Background: an optimization exercise with open tools, aiming at small area, a short achievable clock period and few clock cycles per item. Do not read the settings as production practice. Function was checked by simulation only, so behaviour that the tests miss may differ from the original.

==> design/flow/design.v <==
module bfx (
    input  wire        clk,
    input  wire        rst,
    input  wire        cmd_valid,
    output wire        cmd_ready,
    input  wire [95:0] cmd,
    output wire        rsp_valid,
    output wire [31:0] rsp,
    output wire        dev_valid,
    output wire [1:0]  dev_op,       
    output wire [7:0]  dev_bank,
    output wire [19:0] dev_off,
    output wire [15:0] dev_wdata,
    input  wire        dev_ready,
    input  wire [15:0] dev_rdata,
    output wire        pal_valid,
    output wire        pal_op,       
    output wire [7:0]  pal_data
);
    localparam [3:0] O_NOP     = 4'd0;
    localparam [3:0] O_INIT    = 4'd1;
    localparam [3:0] O_RDSTAT  = 4'd2;
    localparam [3:0] O_RESOLVE = 4'd3;
    localparam [3:0] O_SETPIX  = 4'd4;
    localparam [3:0] O_GETPIX  = 4'd5;
    localparam [3:0] O_XORPIX  = 4'd6;
    localparam [3:0] O_PUTRGB  = 4'd7;
    localparam [3:0] O_FILLRUN = 4'd8;
    localparam [3:0] O_LINE    = 4'd9;
    localparam [3:0] O_RECTF   = 4'd10;
    localparam [3:0] O_RECTO   = 4'd11;
    localparam [3:0] O_CIRCLE  = 4'd12;
    localparam [3:0] O_CIRCLEF = 4'd13;
    localparam [3:0] O_CONV565 = 4'd14;
    localparam [3:0] O_PALSET  = 4'd15;
    localparam [2:0] C_OK        = 3'd0;
    localparam [2:0] C_ILLEGAL   = 3'd1;
    localparam [2:0] C_NOTINIT   = 3'd2;
    localparam [2:0] C_BADMODE   = 3'd3;
    localparam [2:0] C_WRONGENC  = 3'd4;
    localparam [2:0] C_OUTOFVIEW = 3'd5;
    localparam [1:0] K_WRITE = 2'd0;
    localparam [1:0] K_READ  = 2'd1;
    localparam [1:0] K_XOR   = 2'd2;
    localparam [3:0] S_IDLE  = 4'd0;
    localparam [3:0] S_SET1  = 4'd1;
    localparam [3:0] S_SET2  = 4'd2;
    localparam [3:0] S_SET3  = 4'd3;
    localparam [3:0] S_SET4  = 4'd4;
    localparam [3:0] S_GEN   = 4'd5;
    localparam [3:0] S_DRAIN = 4'd6;
    localparam [3:0] S_RESP  = 4'd7;
    localparam [3:0] S_PAL   = 4'd8;
    reg [3:0] state;
    reg       inited;
    reg       mode;
    reg       bankvalid;
    reg [4:0] lastbank;
    reg       illseen;
    reg [3:0]  op;
    reg        ill;
    reg [2:0]  cause;
    reg        rs_stat, rs_res, rs_v;    
    reg [23:0] V;               
    reg [16:0] A;               
    reg [15:0] B;               
    reg [15:0] C;               
    reg [16:0] D;               
    reg [19:0] E;               
    reg [16:0] F;               
    reg [19:0] W;               
    reg [2:0]  gk;              
    reg        sx, sy, yf, xne, ne;
    reg        lcn, lcb, ldn, ldb;         
    reg        o_line, o_fill, o_rectf, o_recto, o_circ, o_circf;
    wire       o_rect = o_rectf || o_recto;
    reg        ev, erdw, esingle;
    reg [1:0]  ekind;
    reg [19:0] eoff;
    reg [10:0] ex1;
    wire [10:0] einc;           
    genvar gi;
    generate
        for (gi = 0; gi < 10; gi = gi + 1) begin : inc_
            if (gi == 0) begin : b0
                assign einc[gi] = ~eoff[0];
            end else begin : bn
                assign einc[gi] = eoff[gi] ^ (&eoff[gi-1:0]);
            end
        end
    endgenerate
    assign einc[10] = &eoff[9:0];
    wire [4:0]  ebank = mode ? eoff[19:15] : {1'b0, eoff[19:16]};
    wire        esel  = !bankvalid || (lastbank != ebank);
    wire        elast = esingle || (einc == ex1);
    wire        efin  = ev && (erdw ? (ekind == K_READ)
                                    : (dev_ready && !esel && ekind == K_WRITE && elast));
    wire        efree = !ev || efin;
    wire op_single = (op == O_SETPIX) || (op == O_GETPIX) || (op == O_XORPIX) || (op == O_PUTRGB);
    wire op_draw   = op_single || (op[3] && op != O_CONV565 && op != O_PALSET);
    wire op_rect   = (op == O_RECTF) || (op == O_RECTO);
    wire [16:0] u = ({17{c_uC}} & {C[15], C}) | ({17{c_uD}} & D) | {16'd0, c_u1};
    wire [16:0] w = ({17{c_wC}} & {C[15], C}) | ({17{c_wD}} & D) | {16'd0, c_w1};
    wire [16:0] p_s, x_s, q_s;
    wire        p_co, x_co, q_co;
    bfx_add #(17) add_p (.a(~A), .b(u), .ci(1'b0), .s(p_s), .co(p_co));
    bfx_add #(17) add_x (.a(A),  .b(u), .ci(1'b0), .s(x_s), .co(x_co));
    bfx_add #(17) add_q (.a({B[15], B} ^ {17{c_qsub}}), .b(w), .ci(1'b0), .s(q_s), .co(q_co));
    wire [16:0] P = ~p_s;
    wire [16:0] X = x_s;
    wire [16:0] Q = q_s ^ {17{c_qsub}};
    wire        u_zero = (u == 17'd0);
    wire [19:0] Fs = {{3{F[16]}}, F};
    wire [19:0] Ds = {{3{D[16]}}, D};
    wire [19:0] Cs = {{4{C[15]}}, C};
    reg  [19:0] m1;
    always @* begin
        case (c_m1sel)
        3'd1:    m1 = Fs;
        3'd2:    m1 = {Ds[17:0], 2'b00};
        3'd3:    m1 = {Ds[18:0], 1'b0};
        3'd4:    m1 = ~{Cs[17:0], 2'b00};
        3'd5:    m1 = ~{Cs[18:0], 1'b0};
        3'd6:    m1 = ~Cs;
        3'd7:    m1 = ~Ds;
        default: m1 = ln1;
        endcase
    end
    wire [19:0] m2   = ((c_m2d || (c_ln && sty)) ? {Ds[18:0], 1'b0} : 20'd0) | {16'd0, c_m2k};
    wire [19:0] r_a  = c_rgate ? E : 20'd0;
    wire [19:0] r_s0 = r_a ^ m1 ^ m2;                        
    wire [19:0] r_c0 = (r_a & m1) | (r_a & m2) | (m1 & m2);
    wire [19:0] R;
    wire        r_co;
    bfx_add #(20) add_r (.a(r_s0), .b({r_c0[18:0], 1'b0}), .ci(c_rcin), .s(R), .co(r_co));
    wire        stx = !E[19];
    wire        sty = !W[19];
    wire [19:0] ln1 = (c_ln && stx) ? {Fs[18:0], 1'b0} : 20'd0;    
    wire [19:0] ln2 = (c_ln && sty) ? {Ds[18:0], 1'b0} : 20'd0;    
    reg  [19:0] n1, n2;
    always @* begin
        case (c_nsel)
        2'd1:    begin n1 = Ds;  n2 = {Fs[18:0], 1'b0}; end
        2'd2:    begin n1 = Fs;  n2 = 20'd0;            end
        default: begin n1 = ln1; n2 = ln2;              end
        endcase
    end
    wire [19:0] w_a  = c_wgate ? W : 20'd0;
    wire [19:0] w_s0 = w_a ^ ~n1 ^ ~n2;
    wire [19:0] w_c0 = (w_a & ~n1) | (w_a & ~n2) | (~n1 & ~n2);
    wire [19:0] Wn;
    wire        w_co;
    bfx_add #(20) add_w (.a(w_s0), .b({w_c0[18:0], 1'b1}), .ci(1'b1), .s(Wn), .co(w_co));
    wire [16:0] cmp_s2;
    wire        c_ge_d;
    bfx_add #(17) cmp_c (.a({1'b0, C}), .b(~D), .ci(1'b1), .s(cmp_s2), .co(c_ge_d));
    wire        x_gt_y = C[15] || !c_ge_d;                  
    wire        b_eq_c = (B == C);
    wire        a_neg  = A[16];
    wire        a_big  = !A[16] && (A[15:10] != 6'd0);
    wire        b_neg  = B[15];
    wire        b_big  = !B[15] && ((B[14:10] != 5'd0) || (B[9] && B[8]));
    wire        l_out  = (a_neg && lcn) || (a_big && lcb) || (b_neg && ldn) || (b_big && ldb);
    wire        c_zero = (C == 16'd0);
    wire [16:0] d_inc;
    wire [15:0] c_dec;
    wire        d_co, c_co;
    bfx_add #(17) inc_d (.a(D), .b(17'd0), .ci(1'b1), .s(d_inc), .co(d_co));
    bfx_add #(16) dec_c (.a(C), .b(16'hffff), .ci(1'b0), .s(c_dec), .co(c_co));
    wire        e_neg = E[19];
    wire [16:0] xs  = ({17{c_xA}} & A) | ({17{c_xP}} & P) | ({17{c_xX}} & X) | ({17{c_xE}} & E[16:0]);
    wire [16:0] xe  = c_xex ? X : D;
    wire [16:0] row = c_rowq ? Q : {B[15], B};
    wire [9:0]  x0     = xs[16] ? 10'd0 : xs[9:0];
    wire [10:0] x1     = (xe[15:10] != 6'd0) ? 11'd1024 : {1'b0, xe[9:0]};
    wire        yok_b  = !B[15] && (B[14:10] == 5'd0) && !(B[9] && B[8]);
    wire        yok_q  = !Q[16] && (Q[15:10] == 6'd0) && !(Q[9] && Q[8]);
    wire        yok    = c_rowq ? yok_q : yok_b;
    wire        sok_a  = !A[16] && (A[15:10] == 6'd0);      
    wire        sok_p  = !P[16] && (P[15:10] == 6'd0);
    wire        sok_x  = !X[16] && (X[15:10] == 6'd0);
    wire        sok_e  = !E[16] && (E[15:10] == 6'd0);
    wire        rok_a  = A[16] || (A[15:10] == 6'd0);       
    wire        rok_p  = P[16] || (P[15:10] == 6'd0);
    wire        pos_d  = !D[16] && (D[15:0] != 16'd0);       
    wire        pos_x  = !X[16] && (X[15:0] != 16'd0);
    wire        sok    = (c_xA && sok_a) || (c_xP && sok_p) || (c_xX && sok_x) || (c_xE && sok_e);
    wire        rok    = (c_xA && rok_a) || (c_xP && rok_p);
    wire        xe_pos = c_xex ? pos_x : pos_d;
    wire        vis    = yok && (single ? sok : (rok && xe_pos && nonempty));
    wire        need_init = (op == O_RESOLVE) || op_draw;
    wire        a_inb     = !A[16] && (A[15:10] == 6'd0) && !B[15] && (B[14:10] == 5'd0) &&
                            !(B[9] && B[8]);
    wire [2:0]  cause_n   = ill                                  ? C_ILLEGAL :
                            (need_init && !inited)               ? C_NOTINIT :
                            (op == O_INIT && V[7:1] != 7'd0)     ? C_BADMODE :
                            (op == O_PUTRGB && !mode)            ? C_WRONGENC :
                            (op == O_RESOLVE && !a_inb)          ? C_OUTOFVIEW : C_OK;
    wire [15:0] conv565 = {V[23:19], V[15:10], V[7:3]};
    wire [15:0] pv      = (op == O_GETPIX) ? 16'd0 :
                          (op == O_PUTRGB || op == O_CONV565) ? conv565 :
                          mode ? V[15:0] : {8'd0, V[7:0]};
    reg [3:0] st_a;
    reg [2:0] gk_a;
    wire      cause_ok = (cause_n == C_OK);
    wire      g_wait   = (state == S_GEN || state == S_DRAIN) && !efree;
    wire [3:0] st_n    = g_wait ? state : st_a;
    wire [2:0] gk_n    = g_wait ? gk : gk_a;
    always @* begin
        st_a = state;
        gk_a = gk;
        case (state)
        S_IDLE, S_RESP: st_a = S_IDLE;
        S_SET1: begin
            gk_a = 3'd0;
            if (!cause_ok) st_a = S_RESP;
            else if (op == O_INIT) st_a = S_RESP;
            else if (op == O_PALSET) st_a = S_PAL;
            else if (op_single) st_a = S_DRAIN;
            else if (o_fill || o_circf) st_a = S_GEN;
            else if (o_rect || o_line) st_a = S_SET2;
            else if (o_circ) st_a = (C[15] || c_zero) ? S_RESP : S_GEN;
            else st_a = S_RESP;
        end
        S_SET2: st_a = S_SET3;
        S_SET3: st_a = o_rect ? S_GEN : S_SET4;
        S_SET4: st_a = S_GEN;
        S_GEN: begin
            begin
                if (o_line) begin
                    if (c_zero || l_out) st_a = S_DRAIN;
                end else if (o_fill) begin
                    st_a = S_DRAIN;
                end else if (o_rectf) begin
                    if (b_eq_c || b_big) st_a = S_DRAIN;
                end else if (o_recto) begin
                    if (b_big) st_a = S_DRAIN;
                    else case (gk)
                    3'd0:    if (b_eq_c) st_a = S_DRAIN; else gk_a = 3'd1;
                    3'd1:    if (b_eq_c) st_a = S_DRAIN; else if (xne) gk_a = 3'd2;
                    default: gk_a = 3'd1;
                    endcase
                end else if (o_circ || o_circf) begin
                    if (gk == 3'd0 && x_gt_y) st_a = S_DRAIN;
                    else if (o_circ ? (gk == 3'd7) : (gk == 3'd3)) gk_a = 3'd0;
                    else gk_a = gk + 3'd1;
                end else begin
                    st_a = S_DRAIN;
                end
            end
        end
        S_DRAIN: st_a = S_RESP;
        S_PAL: begin
            gk_a = gk + 3'd1;
            if (gk == 3'd3) st_a = S_IDLE;
        end
        default: st_a = S_IDLE;
        endcase
        if (accept) begin
            st_a = S_SET1;
            gk_a = 3'd0;
        end
    end
    wire nx_line  = accept ? (op_n == O_LINE)    : o_line;
    wire nx_fill  = accept ? (op_n == O_FILLRUN) : o_fill;
    wire nx_rectf = accept ? (op_n == O_RECTF)   : o_rectf;
    wire nx_recto = accept ? (op_n == O_RECTO)   : o_recto;
    wire nx_circ  = accept ? (op_n == O_CIRCLE)  : o_circ;
    wire nx_circf = accept ? (op_n == O_CIRCLEF) : o_circf;
    wire nx_sing  = accept ? (op_n == O_SETPIX || op_n == O_GETPIX || op_n == O_XORPIX || op_n == O_PUTRGB)
                           : op_single;
    wire [1:0] nx_kind = accept ? ((op_n == O_GETPIX) ? K_READ : (op_n == O_XORPIX) ? K_XOR : K_WRITE)
                                : ((op == O_GETPIX) ? K_READ : (op == O_XORPIX) ? K_XOR : K_WRITE);
    wire yf_nx = (state == S_GEN && gk == (o_circ ? 3'd6 : 3'd2)) ? !e_neg : yf;
    reg c_uC, c_uD, c_u1, c_wC, c_wD, c_w1;
    reg c_qsub;
    reg c_rgate, c_rcin;
    reg [2:0] c_m1sel;
    reg c_m2d;
    reg [3:0] c_m2k;
    reg c_wgate;
    reg [1:0] c_nsel;
    reg c_xA, c_xP, c_xX, c_xE, c_xex, c_rowq;
    reg c_single, c_rsingle, c_want, c_xychk, c_causechk, c_ln;
    reg [1:0] c_ne;           
    reg [1:0] c_kind;
    reg n_uC, n_uD, n_u1, n_wC, n_wD, n_w1;
    reg n_qsub;
    reg n_rgate, n_rcin;
    reg [2:0] n_m1sel;
    reg n_m2d;
    reg [3:0] n_m2k;
    reg n_wgate;
    reg [1:0] n_nsel;
    reg n_xA, n_xP, n_xX, n_xE, n_xex, n_rowq;
    reg n_single, n_rsingle, n_want, n_xychk, n_causechk, n_ln;
    reg [1:0] n_ne;
    reg [1:0] n_kind;
    always @* begin
        n_uC = 1'b0; n_uD = 1'b0; n_u1 = 1'b0; n_wC = 1'b0; n_wD = 1'b0; n_w1 = 1'b0;
        n_qsub = 1'b0;
        n_rgate = 1'b1; n_rcin = 1'b0; n_m1sel = 3'd0; n_m2d = 1'b0; n_m2k = 4'd0;
        n_wgate = 1'b1; n_nsel = 2'd0;
        n_xA = 1'b1; n_xP = 1'b0; n_xX = 1'b0; n_xE = 1'b0; n_xex = 1'b0; n_rowq = 1'b0;
        n_single = 1'b1; n_rsingle = 1'b0; n_want = 1'b0; n_xychk = 1'b0; n_causechk = 1'b0; n_ln = 1'b0;
        n_ne = 2'd0;
        n_kind = K_WRITE;
        case (st_n)
        S_SET1: begin
            n_want = nx_sing; n_causechk = 1'b1;
            n_kind = nx_kind;
            n_uC = 1'b1;                                    
            n_wD = 1'b1; n_qsub = 1'b1;      
            n_rgate = 1'b0;
            if (nx_circ) begin
                n_m1sel = 3'd5; n_m2k = 4'd4;               
            end else begin
                n_m1sel = 3'd6; n_m2k = 4'd2;               
            end
        end
        S_SET2: begin
            n_rgate = 1'b0; n_m1sel = 3'd7; n_rcin = 1'b1;  
            n_wgate = 1'b0; n_nsel = 2'd2;                  
        end
        S_SET3: begin
            n_rgate = 1'b0; n_m1sel = 3'd1; n_m2d = 1'b1;   
            n_wgate = 1'b0; n_nsel = 2'd1;                  
        end
        S_SET4: begin
            n_m1sel = 3'd7; n_rcin = 1'b1;                  
            n_wgate = 1'b0; n_nsel = 2'd2;                  
        end
        S_GEN: begin
            if (nx_line) begin
                n_want = 1'b1; n_ln = 1'b1;
                n_u1 = 1'b1;
                n_w1 = 1'b1; n_qsub = !sy;
            end else if (nx_fill || nx_rectf) begin
                n_want = 1'b1; n_single = 1'b0; n_ne = 2'd1;
                n_w1 = 1'b1;
            end else if (nx_recto) begin
                n_want = 1'b1;
                n_w1 = 1'b1;
                n_single = 1'b0; n_rsingle = (gk_n != 3'd0);
                if (gk_n == 3'd2) begin n_xA = 1'b0; n_xE = 1'b1; end
            end else if (nx_circ) begin
                n_want = 1'b1; n_xychk = (gk_n == 3'd0);
                n_uC = gk_n[2];  n_uD = !gk_n[2];
                n_wC = !gk_n[2]; n_wD = gk_n[2];
                n_qsub = gk_n[1];
                n_xA = 1'b0; n_xP = gk_n[0]; n_xX = !gk_n[0];
                n_rowq = 1'b1;
                if (gk_n == 3'd6) begin
                    n_m1sel = 3'd2; n_m2k = e_neg ? 4'd6 : 4'd10;
                end else if (gk_n == 3'd7) begin
                    n_m1sel = yf_nx ? 3'd4 : 3'd0; n_m2k = {3'd0, yf_nx};
                end
            end else if (nx_circf) begin
                n_want = 1'b1; n_xychk = (gk_n == 3'd0);
                n_single = 1'b0; n_ne = 2'd2;
                n_uC = gk_n[0] ^ gk_n[1];  n_uD = !(gk_n[0] ^ gk_n[1]);
                n_wC = !(gk_n[0] ^ gk_n[1]); n_wD = gk_n[0] ^ gk_n[1];
                n_qsub = !gk_n[1];
                n_xA = 1'b0; n_xP = 1'b1; n_xex = 1'b1;
                n_rowq = 1'b1;
                if (gk_n == 3'd2) begin
                    n_m1sel = 3'd3; n_m2k = e_neg ? 4'd3 : 4'd5;
                end else if (gk_n == 3'd3) begin
                    n_m1sel = yf_nx ? 3'd5 : 3'd0; n_m2k = {3'd0, yf_nx};
                end
            end
        end
        default: ;
        endcase
    end
    always @(posedge clk) begin
        c_uC <= n_uC; c_uD <= n_uD; c_u1 <= n_u1; c_wC <= n_wC; c_wD <= n_wD; c_w1 <= n_w1;
        c_qsub <= n_qsub;
        c_rgate <= n_rgate; c_rcin <= n_rcin; c_m1sel <= n_m1sel; c_m2d <= n_m2d; c_m2k <= n_m2k;
        c_wgate <= n_wgate; c_nsel <= n_nsel;
        c_xA <= n_xA; c_xP <= n_xP; c_xX <= n_xX; c_xE <= n_xE; c_xex <= n_xex; c_rowq <= n_rowq;
        c_single <= n_single; c_rsingle <= n_rsingle; c_want <= n_want;
        c_xychk <= n_xychk; c_causechk <= n_causechk; c_ne <= n_ne; c_kind <= n_kind; c_ln <= n_ln;
    end
    wire want     = c_want && !(c_xychk && x_gt_y) && !(c_causechk && !cause_ok);
    wire single   = c_single || (c_rsingle && !b_eq_c);
    wire nonempty = (c_ne == 2'd0) ? 1'b1 : (c_ne == 2'd1) ? ne : !u_zero;
    wire [1:0] kind = c_kind;
    wire go    = (state == S_GEN) ? efree : (state == S_SET1);
    wire gload = go && want;
    wire   resp_now  = (state == S_RESP) || (state == S_PAL && gk == 3'd3);
    assign cmd_ready = (state == S_IDLE) || resp_now;
    assign rsp_valid = resp_now;
    wire [7:0]  res_bank = mode ? {3'd0, B[9:5]} : {4'd0, B[9:6]};
    wire [27:0] rdat = ({28{rs_stat}} & {16'd0, illseen, inited, mode, bankvalid, 3'd0, lastbank}) |
                       ({28{rs_res}}  & {res_bank, B[9:0], A[9:0]}) |
                       ({28{rs_v}}    & {12'd0, V[15:0]});
    assign rsp = {1'b0, cause, rdat};
    assign dev_valid = ev && !erdw;
    assign dev_op    = esel ? 2'd0 : (ekind == K_WRITE) ? 2'd2 : 2'd1;
    assign dev_bank  = mode ? {3'd0, eoff[19:15]} : {4'd0, eoff[19:16]};
    assign dev_off   = eoff;
    assign dev_wdata = V[15:0];
    assign pal_valid = (state == S_PAL);
    assign pal_op    = (gk != 3'd0);
    assign pal_data  = (gk == 3'd0) ? A[7:0] :
                       (gk == 3'd1) ? {2'b00, V[23:18]} :
                       (gk == 3'd2) ? {2'b00, V[15:10]} :
                                      {2'b00, V[7:2]};
    wire accept = cmd_valid && cmd_ready;
    reg [3:0] op_n;
    reg       ill_n;
    always @* begin
        ill_n = 1'b0;
        case (cmd[95:88])
        8'h00: op_n = O_NOP;
        8'h01: op_n = O_INIT;
        8'h02: op_n = O_RDSTAT;
        8'h03: op_n = O_RESOLVE;
        8'h10: op_n = O_SETPIX;
        8'h11: op_n = O_GETPIX;
        8'h12: op_n = O_XORPIX;
        8'h13: op_n = O_FILLRUN;
        8'h20: op_n = O_LINE;
        8'h21: op_n = O_RECTF;
        8'h22: op_n = O_RECTO;
        8'h23: op_n = O_CIRCLE;
        8'h24: op_n = O_CIRCLEF;
        8'h30: op_n = O_CONV565;
        8'h31: op_n = O_PUTRGB;
        8'h32: op_n = O_PALSET;
        default: begin op_n = O_NOP; ill_n = 1'b1; end
        endcase
    end
    always @(posedge clk) begin
        if (rst) begin
            state     <= S_IDLE;
            inited    <= 1'b0;
            mode      <= 1'b0;
            bankvalid <= 1'b0;
            lastbank  <= 5'd0;
            illseen   <= 1'b0;
            ev        <= 1'b0;
            gk        <= 3'd0;
        end else begin
            if (ev) begin
                if (erdw) begin
                    V[15:0] <= ((ekind == K_XOR) ? V[15:0] : 16'd0) ^
                               (mode ? dev_rdata : {8'd0, dev_rdata[7:0]});
                    erdw  <= 1'b0;
                    ekind <= K_WRITE;
                    if (ekind == K_READ) ev <= 1'b0;
                end else if (dev_ready) begin
                    if (esel) begin
                        bankvalid <= 1'b1;
                        lastbank  <= ebank;
                    end else if (ekind != K_WRITE) begin
                        erdw <= 1'b1;
                    end else if (elast) begin
                        ev <= 1'b0;
                    end else begin
                        eoff[9:0] <= einc[9:0];
                    end
                end
            end
            if (gload) begin
                ev        <= vis;
                erdw      <= 1'b0;
                ekind     <= kind;
                esingle   <= single;
                eoff      <= {row[9:0], x0};
                ex1       <= x1;
            end
            case (state)
            S_IDLE, S_RESP: begin
            end
            S_SET1: begin
                cause   <= cause_n;
                rs_stat <= (cause_n == C_OK) && (op == O_RDSTAT);
                rs_res  <= (cause_n == C_OK) && (op == O_RESOLVE);
                rs_v    <= (cause_n == C_OK) && (op == O_CONV565 || op == O_GETPIX);
                if (cause_n != C_OK) begin
                    illseen <= 1'b1;
                end else begin
                    if (op_draw || op == O_CONV565)
                        V[15:0] <= pv;
                    case (op)
                    O_INIT: begin
                        mode      <= V[0];
                        inited    <= 1'b1;
                        bankvalid <= 1'b0;
                        lastbank  <= 5'd0;
                    end
                    O_PALSET:;
                    O_FILLRUN: begin
                        if (C[15]) begin
                            A <= X;
                            D <= A;
                        end else begin
                            D <= X;
                        end
                        ne    <= !c_zero;
                    end
                    O_RECTF, O_RECTO, O_LINE: begin
                        sx    <= P[16];
                        sy    <= Q[16];
                        if (o_line) begin
                            D <= P;              
                            F <= Q;              
                            lcn <= C[15];
                            lcb <= !C[15] && (C[14:10] != 5'd0);
                            ldn <= D[16];
                            ldb <= !D[16] && ((D[15:10] != 6'd0) || (D[9] && D[8]));
                        end
                    end
                    O_CIRCLE: begin
                        D <= 17'd0;
                        E <= R;
                    end
                    O_CIRCLEF: begin
                        D <= 17'd0;
                        E <= R;
                    end
                    default:;    
                    endcase
                end
            end
            S_SET2: begin
                if (op_rect) begin
                    A   <= sx ? A : {C[15], C};
                    D   <= sx ? {C[15], C} : A;
                    E   <= sx ? {{4{C[15]}}, C} : {{3{A[16]}}, A};
                    B   <= sy ? B : D[15:0];
                    C   <= sy ? D[15:0] : B;
                    xne <= (A != {C[15], C});
                    ne  <= 1'b1;
                end else begin
                    if (sx)  D <= R[16:0];       
                    if (!sy) F <= Wn[16:0];      
                end
            end
            S_SET3: begin
                if (op_rect) begin
                    D     <= d_inc;              
                end else begin
                    E     <= R;                  
                    W     <= Wn;                 
                end
            end
            S_SET4: begin
                C     <= R[19] ? Wn[15:0] : D[15:0];    
            end
            S_GEN: begin
                if (efree) begin
                    case (op)
                    O_LINE: begin
                        if (c_zero) begin
                        end else begin
                            C <= c_dec;
                            if (stx) A <= sx ? X : P;
                            if (sty) B <= Q[15:0];
                            E <= R;
                            W <= Wn;
                        end
                    end
                    O_FILLRUN:;
                    O_RECTF: begin
                        if (b_eq_c);
                        else        B <= Q[15:0];
                    end
                    O_RECTO: begin
                        case (gk)
                        3'd0: begin
                            if (b_eq_c) begin
                            end else begin
                                B  <= Q[15:0];
                            end
                        end
                        3'd1: begin
                            if (b_eq_c);
                            else if (xne);
                            else          B <= Q[15:0];
                        end
                        default: begin
                            B  <= Q[15:0];
                        end
                        endcase
                    end
                    O_CIRCLE, O_CIRCLEF: begin
                        if (gk == 3'd0 && x_gt_y) begin
                        end else begin
                            if ((op == O_CIRCLE) ? (gk == 3'd6) : (gk == 3'd2)) begin
                                E  <= R;
                                yf <= !e_neg;
                            end
                            if ((op == O_CIRCLE) ? (gk == 3'd7) : (gk == 3'd3)) begin
                                E <= R;
                                if (yf) C <= c_dec;
                                D <= d_inc;
                            end else begin
                            end
                        end
                    end
                    default:;
                    endcase
                end
            end
            S_DRAIN: begin
                ;
            end
            S_PAL: begin
                if (gk == 3'd3);
            end
            default:;
            endcase
            state <= st_n;
            gk    <= gk_n;
            if (accept) begin
                o_line  <= (op_n == O_LINE);
                o_fill  <= (op_n == O_FILLRUN);
                o_rectf <= (op_n == O_RECTF);
                o_recto <= (op_n == O_RECTO);
                o_circ  <= (op_n == O_CIRCLE);
                o_circf <= (op_n == O_CIRCLEF);
                op    <= op_n;
                ill   <= ill_n;
                V     <= cmd[87:64];
                B     <= cmd[63:48];
                A     <= {cmd[47], cmd[47:32]};
                D     <= {cmd[31], cmd[31:16]};
                C     <= cmd[15:0];
            end
        end
    end
endmodule
module bfx_add #(parameter W = 17) (
    input  wire [W-1:0] a,
    input  wire [W-1:0] b,
    input  wire         ci,
    output wire [W-1:0] s,
    output wire         co
);
    localparam L = 5;               
    wire [W:0] g [0:L];
    wire [W:0] p [0:L];
    assign g[0][0] = ci;
    assign p[0][0] = 1'b0;
    assign g[0][W:1] = a & b;
    assign p[0][W:1] = a ^ b;
    genvar k, i;
    generate
        for (k = 0; k < L; k = k + 1) begin : lev
            for (i = 0; i <= W; i = i + 1) begin : bit_
                if ((i >> k) & 1) begin : comb
                    localparam integer J = ((i >> k) << k) - 1;
                    assign g[k+1][i] = g[k][i] | (p[k][i] & g[k][J]);
                    assign p[k+1][i] = p[k][i] & p[k][J];
                end else begin : pass
                    assign g[k+1][i] = g[k][i];
                    assign p[k+1][i] = p[k][i];
                end
            end
        end
    endgenerate
    assign s  = p[0][W:1] ^ g[L][W-1:0];
    assign co = g[L][W];
endmodule
==> design/flow/run.sh <==
#!/bin/bash
# synth_recipe.tcl (not shown) runs the flow's synth.tcl, then flattens the netlist and writes it again
# the make line also repeats each setting of config.mk as NAME=value (left out here)
make -C /OpenROAD-flow-scripts/flow DESIGN_CONFIG=/design/flow/config.mk WORK_HOME=/design/flow/orfs CLKGATE_MAP_FILE= SYNTH_SCRIPT=/design/flow/synth_recipe.tcl finish
==> design/flow/config.mk <==
export PLATFORM = sky130hd
export DESIGN_NAME = bfx
export DESIGN_NICKNAME = bfx
export VERILOG_FILES = /design/flow/design.v
export SDC_FILE = /design/flow/constraint.sdc
export NUM_CORES = 4
export LEC_CHECK = 0
export ABC_AREA = 1
export CAP_MARGIN = 20
export CORE_MARGIN = 2
export CORE_UTILIZATION = 60
export CTS_BUF_LIST = sky130_fd_sc_hd__clkbuf_4 sky130_fd_sc_hd__clkbuf_8
export SETUP_SLACK_MARGIN = 5
export SLEW_MARGIN = 20
==> design/flow/constraint.sdc <==
create_clock -name core_clock -period 10.0 [get_ports {clk}]
set_input_delay 2.0000 -clock core_clock [delete_from_list [all_inputs] [get_ports {clk}]]
set_output_delay 2.0000 -clock core_clock [all_outputs]
set_load 0.01 [all_outputs]
==> results.json, run 1 <==
{
  "run_status": "no timing/DRC/antenna violations",
  "tritoncts": "built",
  "setup_viol_count_final": 0,
  "synth.top_cells.by_area": "sky130_fd_sc_hd__edfxtp_1, sky130_fd_sc_hd__nand2_1, sky130_fd_sc_hd__inv_1, sky130_fd_sc_hd__ha_1, sky130_fd_sc_hd__fa_1",
  "post_synth_inst_count": 3290,
  "cp_data_arrival_time_ns": 5.73,
  "reg2reg_slack_ns": 4.90,
  "timing.hold.worst.class": "register to register",
  "cts-buffers-inserted": 47,
  "regToRegEndpoint": "ev$_SDFF_PP0_",
  "tritoncts_num_sinks": 254,
  "async_reset_ff_share_pct": 0,
  "boundaryPins": 207,
  "maxSlewViolCount": 0,
  "drc": 0,
  "main_combinational_cell_family_by_area_after_synthesis": "simple AND/OR/NAND/NOR gates",
  "htree_num_levels": 2,
  "post_drt_via_cell_ratio": 6.87,
  "timing.critical_path.to_type": "register",
  "synth-warning-count": 4,
  "placeableCoreArea_mm2": 0.0396,
  "grt_start_max_net_pins": 51,
  "post_synth_and_or_nand_nor_area_fraction_pct": 22.5,
  "synth-compound-area-share_pct": 20.2,
  "synth.ff_latch_count": 254,
  "hold-path-cell-count": 2,
  "tightestPinTransition_ns": 1.23,
  "final_cell_mix": "sky130_fd_sc_hd__nand2_1, sky130_fd_sc_hd__inv_1, sky130_fd_sc_hd__nor2_1",
  "worstSetupStartpointType": "register",
  "gr-usage-all-layers_pct": 53.8,
  "synth_largest_type_area_fraction_pct": 25.7,
  "gr-total-overflow": 0,
  "sequential_share_of_the_synthesized_area_pct": 29.7,
  "via_count_of_the_first_global_routing_pass": 26200,
  "finalCritPeriodShare_pct": 51.0,
  "fin_setup_tns_ns": 0,
  "hold_path_startpoint": "bankvalid$_SDFF_PP0_",
  "std_cell_rows": 73,
  "finalHoldViolCount": 0,
  "synthAdderAreaFrac_pct": 11.4,
  "yosys.area.top_type": "sky130_fd_sc_hd__edfxtp_1",
  "avgSynthCellArea_um2": 7.31,
  "synth_cell_types": 73,
  "ctsRootBufferMaster": "sky130_fd_sc_hd__clkbuf_8",
  "synthFlopType": "sky130_fd_sc_hd__edfxtp_1",
  "antenna_violations_before_repair": 2,
  "io_buffers": 197,
  "detailed_place_hpwl_mm": 82.6,
  "rsz0062_at_grt": "true",
  "layout.cell_area.non_filler_mm2": 0.0282,
  "syn_area_mm2": 0.0241,
  "count_of_nets_after_finishing": 3776,
  "layout-area-overhead-vs-synth_pct": 17.2,
  "insertion_delay_ns": 0.71,
  "cts.path.max_buffers": 3,
  "fill_cells": 3200,
  "gp_congestion": 1.08,
  "finalClockSkew_ns": 0.0435,
  "drive_above_1_share_pct": 10.6,
  "mostFrequentLayoutCell": "sky130_fd_sc_hd__nand2_1",
  "placedInstanceArea_mm2": 0.0262,
  "post_synth_xor_area_fraction_pct": 4.95,
  "rr_worst_depth": 21,
  "drtPass1Iterations": 9,
  "crit_type": "register to register",
  "die-height_um": 204,
  "hold-path-endpoint": "bankvalid$_SDFF_PP0_",
  "regToRegStartpoint": "C[11]$_DFFE_PP_",
  "clk_pin_slew_ns": 0.07,
  "drv_cap": 0,
  "crit_required_ns": 10.63,
  "antenna_violating_nets_left": 0,
  "wl_mm": 115,
  "die-area_mm2": 0.0417,
  "muxShareOfSynthArea_pct": 0.250,
  "crit_fanout": 9,
  "detail_route.iter0.violations": 4822,
  "die_width_um": 204,
  "avgRoutedWirePerCell_um": 28.3,
  "via_count": 27800,
  "count_of_flip_flops_with_a_built_in_enable_after_synthesis": 206,
  "relSlewSlack_pct": 17.8,
  "final.min_clock_period_ns": 5.10,
  "floorplan.initialDensity_pct": 60.7,
  "fmaxAchievable_mhz": 196,
  "wire_length_of_the_first_global_routing_pass_mm": 164
}
-- per-layer routing --
metal	track usage, %	part of all wire [%]
met5	0	0.0087
met4	43.2	11
met3	21.6	16
met2	78.1	40
met1	62.8	33
-- logic make-up (layout without fill, tap and decap cells) --
| logic type | count (synthesis) | in the layout |
|---|---|---|
| compound gates | 789 | 789 |
| xor+xnor | 136 | 136 |
| fa+ha+maj | 185 | 185 |
| buf+inv | 663 | 881 |
| flops | 254 | 254 |
| mux | 6 | 6 |
| other cells | 1 | 11 |
| simple gates | 1256 | 1256 |
-- cell type report --
type,count,area (µm²),area share [%]
well taps,525,657,2.33
repair buffers,301,2790,9.89
flip-flops and latches,254,7160,25.4
multi-input cells,2379,14600,51.8
clock buffers,70,857,3.04
diodes,4,10.0,0.0355
repair inverters,1,5.00,0.0178
inverters,491,1920,6.81
clock inverters,18,191,0.679
-- cells in the mapped netlist, drive strengths merged (9+ instances only) --
library cell and instances:
clkbuf 104, buf 68, a221oi 23, edfxtp 206, nand3 149, a211oi 23
nand4 24, xnor2 43, nor4 14, o21ai 246, o22ai 106, inv 476
or2 13, a31oi 11, nand2 691, nor2 309, a21oi 189, o32ai 19
ha 129, o211ai 72, o2111ai 9, o221ai 29, dfxtp 48, clkinv 15
xor2 93, fa 56, nor3 49
-- through the flow --
step | worst slack (ns) | util [%] | hold slack (ns) | instances
after floorplan | 5.21 | - | 0.421 | 3296
after global placement | 4.39 | 66.2 | 0.456 | 3883
after detailed placement | 4.24 | 66.2 | 0.480 | 3883
after CTS | 5.01 | 69.5 | 0.487 | 3990
after global routing | 4.90 | 71.1 | 0.519 | 4039
final | 4.90 | 71.1 | 0.493 | 4043
-- state kept, by name (all words and copies together), names as in the netlist, 2 cells and up --
register / count
gk: 3
D: 17
V: 22
c_m2k: 4
lastbank: 5
C: 16
F: 17
ekind: 2
c_m1sel: 3
W: 20
ex1: 11
state: 4
op: 4
E: 20
A: 17
c_kind: 2
cause: 3
eoff: 20
B: 16
c_nsel: 2
-- worst max-delay path, stage by stage, from the launching register on --
cell	delay, ns
sky130_fd_sc_hd__edfxtp_1	0.72
sky130_fd_sc_hd__inv_1	0.51
sky130_fd_sc_hd__o22ai_1	0.33
sky130_fd_sc_hd__ha_1	0.28
sky130_fd_sc_hd__nand2_1	0.10
sky130_fd_sc_hd__nor2_1	0.07
sky130_fd_sc_hd__a221oi_1	0.45
sky130_fd_sc_hd__nand2_1	0.16
sky130_fd_sc_hd__a21oi_1	0.20
sky130_fd_sc_hd__fa_1	0.21
sky130_fd_sc_hd__xor2_1	0.36
sky130_fd_sc_hd__xor2_2	0.39
sky130_fd_sc_hd__inv_1	0.15
sky130_fd_sc_hd__nor2_1	0.15
sky130_fd_sc_hd__nand3_1	0.09
sky130_fd_sc_hd__nor2_1	0.11
sky130_fd_sc_hd__nand2_1	0.09
sky130_fd_sc_hd__nand2_1	0.10
sky130_fd_sc_hd__nand3_1	0.10
sky130_fd_sc_hd__nor2_1	0.24
sky130_fd_sc_hd__nor2_1	0.10
sky130_fd_sc_hd__nor2_1	0.10
-- worst max path at each step --
| stage | from | endpoint | slack (ns) | cells past startpoint |
|---|---|---|---|---|
| 2_1_floorplan | dev_ready | A[0]$_DFFE_PP_ | 5.21 | 8 |
| 3_3_place_gp | c_m1sel[2]$_DFF_P_ | C[13]$_DFFE_PP_ | 4.39 | 25 |
| 3_5_place_dp | c_m1sel[2]$_DFF_P_ | C[5]$_DFFE_PP_ | 4.24 | 25 |
| 4_1_cts | gk[1]$_SDFF_PP0_ | pal_data[5] | 5.01 | 8 |
| 5_1_grt | D[3]$_DFFE_PP_ | ev$_SDFF_PP0_ | 4.90 | 24 |
| 6_report | C[11]$_DFFE_PP_ | ev$_SDFF_PP0_ | 4.90 | 21 |
-- timing repair --
item | CTS | global route
gates resized for setup | 34 | 55
hold buffers | 0 | 0
buffers inserted | 19 | 48
pin swaps | 2 | 7
cloned | 0 | 1
endpoints found under the setup margin | 76 | 64
Testbench counts, summed over its fixed seeds: cycles 246,718, commands 1,696.
==> run 2: changes to the inputs <==
--- a/design/flow/config.mk
+++ b/design/flow/config.mk
@@ -7,3 +7,2 @@
 export LEC_CHECK = 0
-export ABC_AREA = 1
 export CAP_MARGIN = 20
==> results.json, run 2 <==
{
  "netlist_top_cells_count": "sky130_fd_sc_hd__nand2_1, sky130_fd_sc_hd__nor2_1, sky130_fd_sc_hd__edfxtp_1",
  "fmaxAchievable_mhz": 198,
  "rsz0062_at_grt": "true",
  "synth_cell_types": 109,
  "placeableCoreArea_mm2": 0.0399,
  "hold_path_startpoint": "inited$_SDFFE_PP0P_",
  "via_count": 24700,
  "boundaryPins": 207,
  "synthFlopType": "sky130_fd_sc_hd__edfxtp_1",
  "layout.cell_area.non_filler_mm2": 0.0283,
  "reg2reg_slack_ns": 4.95,
  "gr-usage-all-layers_pct": 44.8,
  "hold-worst-slack_ns": 0.513,
  "cts.path.max_buffers": 3,
  "grt_start_max_net_pins": 90,
  "crit_required_ns": 10.49,
  "regToRegStartpoint": "c_wD$_DFF_P_",
  "count_of_nets_after_finishing": 3300,
  "layout-area-overhead-vs-synth_pct": 16.0,
  "wl_mm": 97.0,
  "count_of_flip_flops_with_a_built_in_enable_after_synthesis": 206,
  "io_buffers": 197,
  "worstSetupStartpointType": "register",
  "largest_register_ffs": 22,
  "run_status": "no timing/DRC/antenna violations",
  "tightestPinTransition_ns": 1.19,
  "gp_congestion": 1.00,
  "top_register": "V",
  "fill_cells": 3191,
  "detail_route.iter0.violations": 3913,
  "drtPass1Iterations": 8,
  "setup_viol_count_final": 0,
  "sequential_share_of_the_synthesized_area_pct": 29.3,
  "die-area_mm2": 0.0423,
  "syn_area_mm2": 0.0244,
  "via_count_of_the_first_global_routing_pass": 23600,
  "detailed_place_hpwl_mm": 69.8,
  "insertion_delay_ns": 0.69,
  "async_reset_ff_share_pct": 0,
  "finalClockSkew_ns": 0.0539,
  "antenna_violating_nets_left": 0,
  "maxSlewViolCount": 0,
  "floorplan.initialDensity_pct": 61.1,
  "cp_data_arrival_time_ns": 5.54,
  "gr-total-overflow": 0,
  "tritoncts": "built",
  "hold-path-endpoint": "inited$_SDFFE_PP0P_",
  "drive_above_1_share_pct": 10.5,
  "drv_cap": 0,
  "final.min_clock_period_ns": 5.05,
  "crit_type": "register to register",
  "post-place-cells": 3433,
  "wire_length_of_the_first_global_routing_pass_mm": 142,
  "crit_fanout": 35,
  "relSlewSlack_pct": 20.1,
  "yosys.area.top_type": "sky130_fd_sc_hd__edfxtp_1",
  "drc": 0,
  "finalCritPeriodShare_pct": 50.5,
  "avgSynthCellArea_um2": 8.43,
  "timing.critical_path.to_type": "register",
  "fin_setup_tns_ns": 0,
  "placedInstanceArea_mm2": 0.0264,
  "synth-warning-count": 4,
  "synth_largest_type_area_fraction_pct": 25.4,
  "final_cell_mix": "sky130_fd_sc_hd__nand2_1, sky130_fd_sc_hd__nor2_1, sky130_fd_sc_hd__edfxtp_1",
  "cts-buffers-inserted": 48,
  "final_cell_count_no_fill": 3563,
  "post_synth_inst_count": 2893,
  "tritoncts_num_sinks": 254,
  "clk_pin_slew_ns": 0.06,
  "post_drt_via_cell_ratio": 6.94,
  "avgRoutedWirePerCell_um": 27.2,
  "synth.ff_latch_count": 254,
  "antenna_violations_before_repair": 3,
  "htree_num_levels": 2,
  "synth.top_cells.by_area": "sky130_fd_sc_hd__edfxtp_1, sky130_fd_sc_hd__ha_1, sky130_fd_sc_hd__fa_1, sky130_fd_sc_hd__nand2_1, sky130_fd_sc_hd__nor2_1",
  "regToRegEndpoint": "D[15]$_DFFE_PP_",
  "mostFrequentLayoutCell": "sky130_fd_sc_hd__nand2_1",
  "antennaDiodeCount": 0,
  "std_cell_rows": 73,
  "ctsRootBufferMaster": "sky130_fd_sc_hd__clkbuf_8",
  "hold-path-cell-count": 2,
  "timing.hold.worst.class": "register to register",
  "die-height_um": 206,
  "yosysMostFrequentCell": "sky130_fd_sc_hd__nand2_1",
  "die_width_um": 206,
  "rr_worst_depth": 17,
  "finalHoldViolCount": 0
}
-- run 2: cell count changes after synthesis, moves of 36 or more --
cell | previous run | this run
sky130_fd_sc_hd__o22ai_1 | 105 | 52
sky130_fd_sc_hd__xnor2_1 | 43 | 109
sky130_fd_sc_hd__inv_1 | 445 | 199
sky130_fd_sc_hd__o21ai_0 | 219 | 129
sky130_fd_sc_hd__clkbuf_1 | 100 | 162
sky130_fd_sc_hd__a22o_1 | 1 | 63
sky130_fd_sc_hd__o211ai_1 | 72 | 15
sky130_fd_sc_hd__nand3_1 | 147 | 43
sky130_fd_sc_hd__mux2i_1 | 6 | 93
sky130_fd_sc_hd__nand2_1 | 669 | 290
sky130_fd_sc_hd__nor2b_1 | 0 | 36
-- run 2: cell families after synthesis --
| family | Yosys count | synth area share (%) |
|---|---|---|
| AOI/OAI and AO/OA | 790 | 22.4 |
| xor gates and xnor gates | 196 | 7.10 |
| adders and majority gates | 185 | 11.2 |
| buffers and inverters | 451 | 7.56 |
| DFF | 254 | 29.3 |
| muxes | 117 | 5.13 |
| other | 1 | 0.0154 |
| and+or+nand+nor | 899 | 17.2 |
-- run 2: timing repair --
item / in CTS / in global routing
hold endpoints to repair: 0 / 0
endpoints found under the setup margin: 56 / 70
gates resized for setup: 38 / 59
setup buffers: 15 / 24
hold buffers: 0 / 0
pin swaps: 9 / 20
cloned: 0 / 2
-- run 2: worst max-delay path, cell delays in order (launching register included) --
cell                       delay [ns]
sky130_fd_sc_hd__dfxtp_1         0.30
sky130_fd_sc_hd__buf_4           0.26
sky130_fd_sc_hd__a221o_2         0.51
sky130_fd_sc_hd__ha_1            0.23
sky130_fd_sc_hd__nor2b_1         0.16
sky130_fd_sc_hd__o21ai_1         0.22
sky130_fd_sc_hd__nand3_2         0.18
sky130_fd_sc_hd__a311oi_4        0.43
sky130_fd_sc_hd__o21ai_1         0.20
sky130_fd_sc_hd__a21oi_1         0.19
sky130_fd_sc_hd__nor2_1          0.06
sky130_fd_sc_hd__nor2_2          0.17
sky130_fd_sc_hd__o21bai_1        0.14
sky130_fd_sc_hd__fa_2            0.62
sky130_fd_sc_hd__mux2i_1         0.08
sky130_fd_sc_hd__o311ai_1        0.55
sky130_fd_sc_hd__o221ai_1        0.28
sky130_fd_sc_hd__o21ai_0         0.24
-- run 2: area by class of cell --
type	instances	area [µm²]	share of cell area (%)
clock buffer	74	900	3.18
clock inverter	15	155	0.549
inverter	206	787	2.78
multi-input combinational	2194	15800	55.8
sequential	254	7160	25.3
tap	525	657	2.32
timing repair buffer	295	2830	10.0
-- run 2: worst max path at each step --
stage | cells past startpoint | from | slack, ns | end
after floorplan | 18 | c_m1sel[1]$_DFF_P_ | 5.00 | C[9]$_DFFE_PP_
after global placement | 16 | c_wD$_DFF_P_ | 4.22 | eoff[9]$_DFFE_PP_
after detailed placement | 16 | c_wD$_DFF_P_ | 4.14 | eoff[9]$_DFFE_PP_
after CTS | 18 | c_nsel[0]$_DFF_P_ | 5.01 | C[15]$_DFFE_PP_
after global routing | 19 | c_nsel[0]$_DFF_P_ | 4.94 | C[15]$_DFFE_PP_
final | 17 | c_wD$_DFF_P_ | 4.95 | D[15]$_DFFE_PP_
-- run 2: metal layers --
| layer | track usage (%) | wire length [µm] | share of wire [%] |
|---|---|---|---|
| met1 | 57.4 | 35800 | 37 |
| met2 | 65.4 | 39900 | 41 |
| met3 | 14.7 | 14100 | 15 |
| met4 | 27.6 | 7220 | 7.4 |
| met5 | 0 | 27 | 0.028 |
-- run 2: per-stage QoR --
| step | util, % | setup WS (ns) |
|---|---|---|
| finish | 70.8 | 4.95 |
| CTS | 69.6 | 5.01 |
| global route | 70.8 | 4.94 |
| detailed placement | 66.2 | 4.14 |
| floorplan | - | 5.00 |
| global placement | 66.2 | 4.22 |
==> run 3: changes to the inputs <==
--- a/design/flow/config.mk
+++ b/design/flow/config.mk
@@ -10,3 +10,2 @@
 export CORE_UTILIZATION = 60
-export CTS_BUF_LIST = sky130_fd_sc_hd__clkbuf_4 sky130_fd_sc_hd__clkbuf_8
 export SETUP_SLACK_MARGIN = 5
==> results.json, run 3 <==
{
  "via_count_of_the_first_global_routing_pass": 23500,
  "drive_above_1_share_pct": 9.15,
  "layout.cell_area.non_filler_mm2": 0.0282,
  "finalCritPeriodShare_pct": 50.1,
  "cts-buffers-inserted": 30,
  "gp_congestion": 1.00,
  "regToRegStartpoint": "state[2]$_SDFF_PP0_",
  "post_drt_via_cell_ratio": 6.98,
  "wl_mm": 96.1,
  "die_width_um": 206,
  "antennaDiodeCount": 0,
  "synth_largest_type_area_fraction_pct": 25.4,
  "netlist_top_cells_count": "sky130_fd_sc_hd__nand2_1, sky130_fd_sc_hd__nor2_1, sky130_fd_sc_hd__edfxtp_1",
  "via_count": 24600,
  "synth-warning-count": 4,
  "cts_hold_repair.buffers": 0,
  "synth.ff_latch_count": 254,
  "ctsRootBufferMaster": "sky130_fd_sc_hd__clkbuf_16",
  "final_core_area_utilization_pct": 70.5,
  "post_synth_inst_count": 2893,
  "met3_wirelength_mm": 14.0,
  "crit_type": "register to register",
  "wire_length_of_the_first_global_routing_pass_mm": 141,
  "cts.path.max_buffers": 3,
  "sequential_share_of_the_synthesized_area_pct": 29.3,
  "tightestPinTransition_ns": 1.20,
  "avgSynthCellArea_um2": 8.43,
  "count_of_flip_flops_with_a_built_in_enable_after_synthesis": 206,
  "crit_fanout": 72,
  "hold-path-endpoint": "inited$_SDFFE_PP0P_",
  "critical_path.startpoint": "state[2]$_SDFF_PP0_",
  "io_buffers": 197,
  "setup_viol_count_final": 0,
  "insertion_delay_ns": 0.60,
  "final.min_clock_period_ns": 5.01,
  "count_of_nets_after_finishing": 3283,
  "tritoncts": "built",
  "layout-area-overhead-vs-synth_pct": 15.5,
  "run_status": "no timing/DRC/antenna violations",
  "largest_register_ffs": 22,
  "htree_num_levels": 1,
  "drc": 0,
  "crit_required_ns": 10.34,
  "clk_pin_slew_ns": 0.06,
  "detail_route.wirelength.met1_mm": 35.2,
  "std_cell_rows": 73,
  "drv_cap": 0,
  "yosys.area.top_type": "sky130_fd_sc_hd__edfxtp_1",
  "routed.top_layer": "met5",
  "timing.hold.worst.class": "register to register",
  "antenna_violations_before_repair": 2,
  "antenna_violating_nets_left": 0,
  "grt_start_max_net_pins": 90,
  "synthFlopType": "sky130_fd_sc_hd__edfxtp_1",
  "reg2reg_slack_ns": 4.99,
  "final_cell_count_no_fill": 3531,
  "rsz0062_at_grt": "true",
  "yosysMostFrequentCell": "sky130_fd_sc_hd__nand2_1",
  "regToRegEndpoint": "B[11]$_DFFE_PP_",
  "avgRoutedWirePerCell_um": 27.2,
  "die-height_um": 206,
  "async_reset_ff_share_pct": 0,
  "fmaxAchievable_mhz": 200,
  "rr_worst_depth": 9,
  "finalHoldViolCount": 0,
  "placedInstanceArea_mm2": 0.0264,
  "met2WireLength_mm": 40.2,
  "drtPass1Iterations": 7,
  "top_register": "V",
  "synth.top_cells.by_area": "sky130_fd_sc_hd__edfxtp_1, sky130_fd_sc_hd__ha_1, sky130_fd_sc_hd__fa_1, sky130_fd_sc_hd__nand2_1, sky130_fd_sc_hd__nor2_1",
  "worstSetupStartpointType": "register",
  "cp_data_arrival_time_ns": 5.35,
  "syn_area_mm2": 0.0244,
  "relSlewSlack_pct": 18.6,
  "fin_setup_tns_ns": 0,
  "gr-usage-all-layers_pct": 44.5,
  "maxSlewViolCount": 0,
  "post-place-cells": 3433,
  "detailed_place_hpwl_mm": 69.8,
  "detail_route.iter0.violations": 3798,
  "mostFrequentLayoutCell": "sky130_fd_sc_hd__nand2_1",
  "die-area_mm2": 0.0423,
  "gr-total-overflow": 0,
  "finalClockSkew_ns": 0.0206,
  "floorplan.initialDensity_pct": 61.1,
  "hold-path-cell-count": 2,
  "boundaryPins": 207,
  "final_critical_path_setup_slack_ns": 4.99,
  "timing.critical_path.to_type": "register",
  "tritoncts_num_sinks": 254,
  "hold_path_startpoint": "inited$_SDFFE_PP0P_",
  "final_cell_mix": "sky130_fd_sc_hd__nand2_1, sky130_fd_sc_hd__nor2_1, sky130_fd_sc_hd__edfxtp_1",
  "synth_cell_types": 109,
  "placeableCoreArea_mm2": 0.0399,
  "dp_slack_ns": 4.14
}
[run 3: worst max path at each step]
stage                                    to  slack [ns]  cells past startpoint
after detailed placement  eoff[9]$_DFFE_PP_        4.14                     16
after CTS                 eoff[5]$_DFFE_PP_        4.97                     17
after floorplan              C[9]$_DFFE_PP_        5.00                     18
after global routing         C[6]$_DFFE_PP_        4.90                     19
final                       B[11]$_DFFE_PP_        4.99                      9
after global placement    eoff[9]$_DFFE_PP_        4.22                     16
[run 3: logic make-up (layout without fill, tap and decap cells)]
group | Yosys count | count (layout) | synth area share [%]
flops | 254 | 254 | 29.3
simple gates | 899 | 899 | 17.2
mux | 117 | 117 | 5.13
other cells | 1 | 7 | 0.0154
buf+inv | 451 | 558 | 7.56
compound gates | 790 | 790 | 22.4
xor+xnor | 196 | 196 | 7.10
fa+ha+maj | 185 | 185 | 11.2
[run 3: layout make-up]
cell class,instances,area (µm²)
inverter,206,787
fill,3157,11800
timing repair buffer,296,2820
clock inverter,14,135
sequential,254,7160
tap,525,657
multi-input combinational,2194,15800
clock buffer,42,816
[run 3: worst max-delay path, stage by stage (launching register included)]
cell                       delay, ns
sky130_fd_sc_hd__dfxtp_1        0.75
sky130_fd_sc_hd__or3_2          0.24
sky130_fd_sc_hd__buf_4          0.64
sky130_fd_sc_hd__clkinv_1       1.05
sky130_fd_sc_hd__buf_4          0.58
sky130_fd_sc_hd__nor2_1         0.91
sky130_fd_sc_hd__a21oi_1        0.10
sky130_fd_sc_hd__o21ai_0        0.13
sky130_fd_sc_hd__a21oi_1        0.09
sky130_fd_sc_hd__buf_4          0.25
[run 3: layer usage]
metal | track usage [%] | vias to the layer above
li1 | - | 10600
met1 | 57.3 | 11600
met2 | 66.0 | 2016
met3 | 13.3 | 456
met4 | 26.2 | 4
met5 | 0 | -
[run 3: per-stage QoR]
stage,hold WS [ns]
after detailed placement,0.498
after global routing,0.542
after CTS,0.510
after floorplan,0.438
after global placement,0.497
final,0.511
[run 3: what timing repair did]
item | in CTS | in global routing
cloned | 0 | 1
pin swaps | 8 | 16
resized for setup | 38 | 50
setup endpoints to repair | 58 | 72
buffers inserted | 13 | 28

==> re-timing with driven ports <==
How much do the figures lean on ideal ports? The routed layouts below were timed once more, with nothing changed but the port constraints. Step 1 assumes that a clkbuf_16 drives the clock port and a buf_2 every other input. Step 2 moves the port delays by t, midway between the first and last clock arrival at a register: inputs arrive t later, outputs are due t later. That takes back most of the time a late clock gives input paths. Three values: ideal ports, drivers, drivers and shift; two values: the first two.
run | t, ns | setup WS [ns] | hold slack, ns | worst setup path after step 2 | cell pins on the clock port's net
run 1 | 0.750 | 4.897 / 4.897 / 4.574 | 0.493 / 0.493 / 0.493 | input to register | 1
run 2 | 0.715 | 4.950 / 4.950 / 4.453 | 0.513 / 0.513 / 0.513 | input to register | 1
run 3 | 0.649 | 4.993 / 4.993 / 4.558 | 0.511 / 0.511 / 0.511 | input to register | 1
After both steps every run listed still meets setup and hold. For run 2, which loses most, drivers alone change the setup slack by 0.000 ns; drivers and shift together by -0.497 ns.
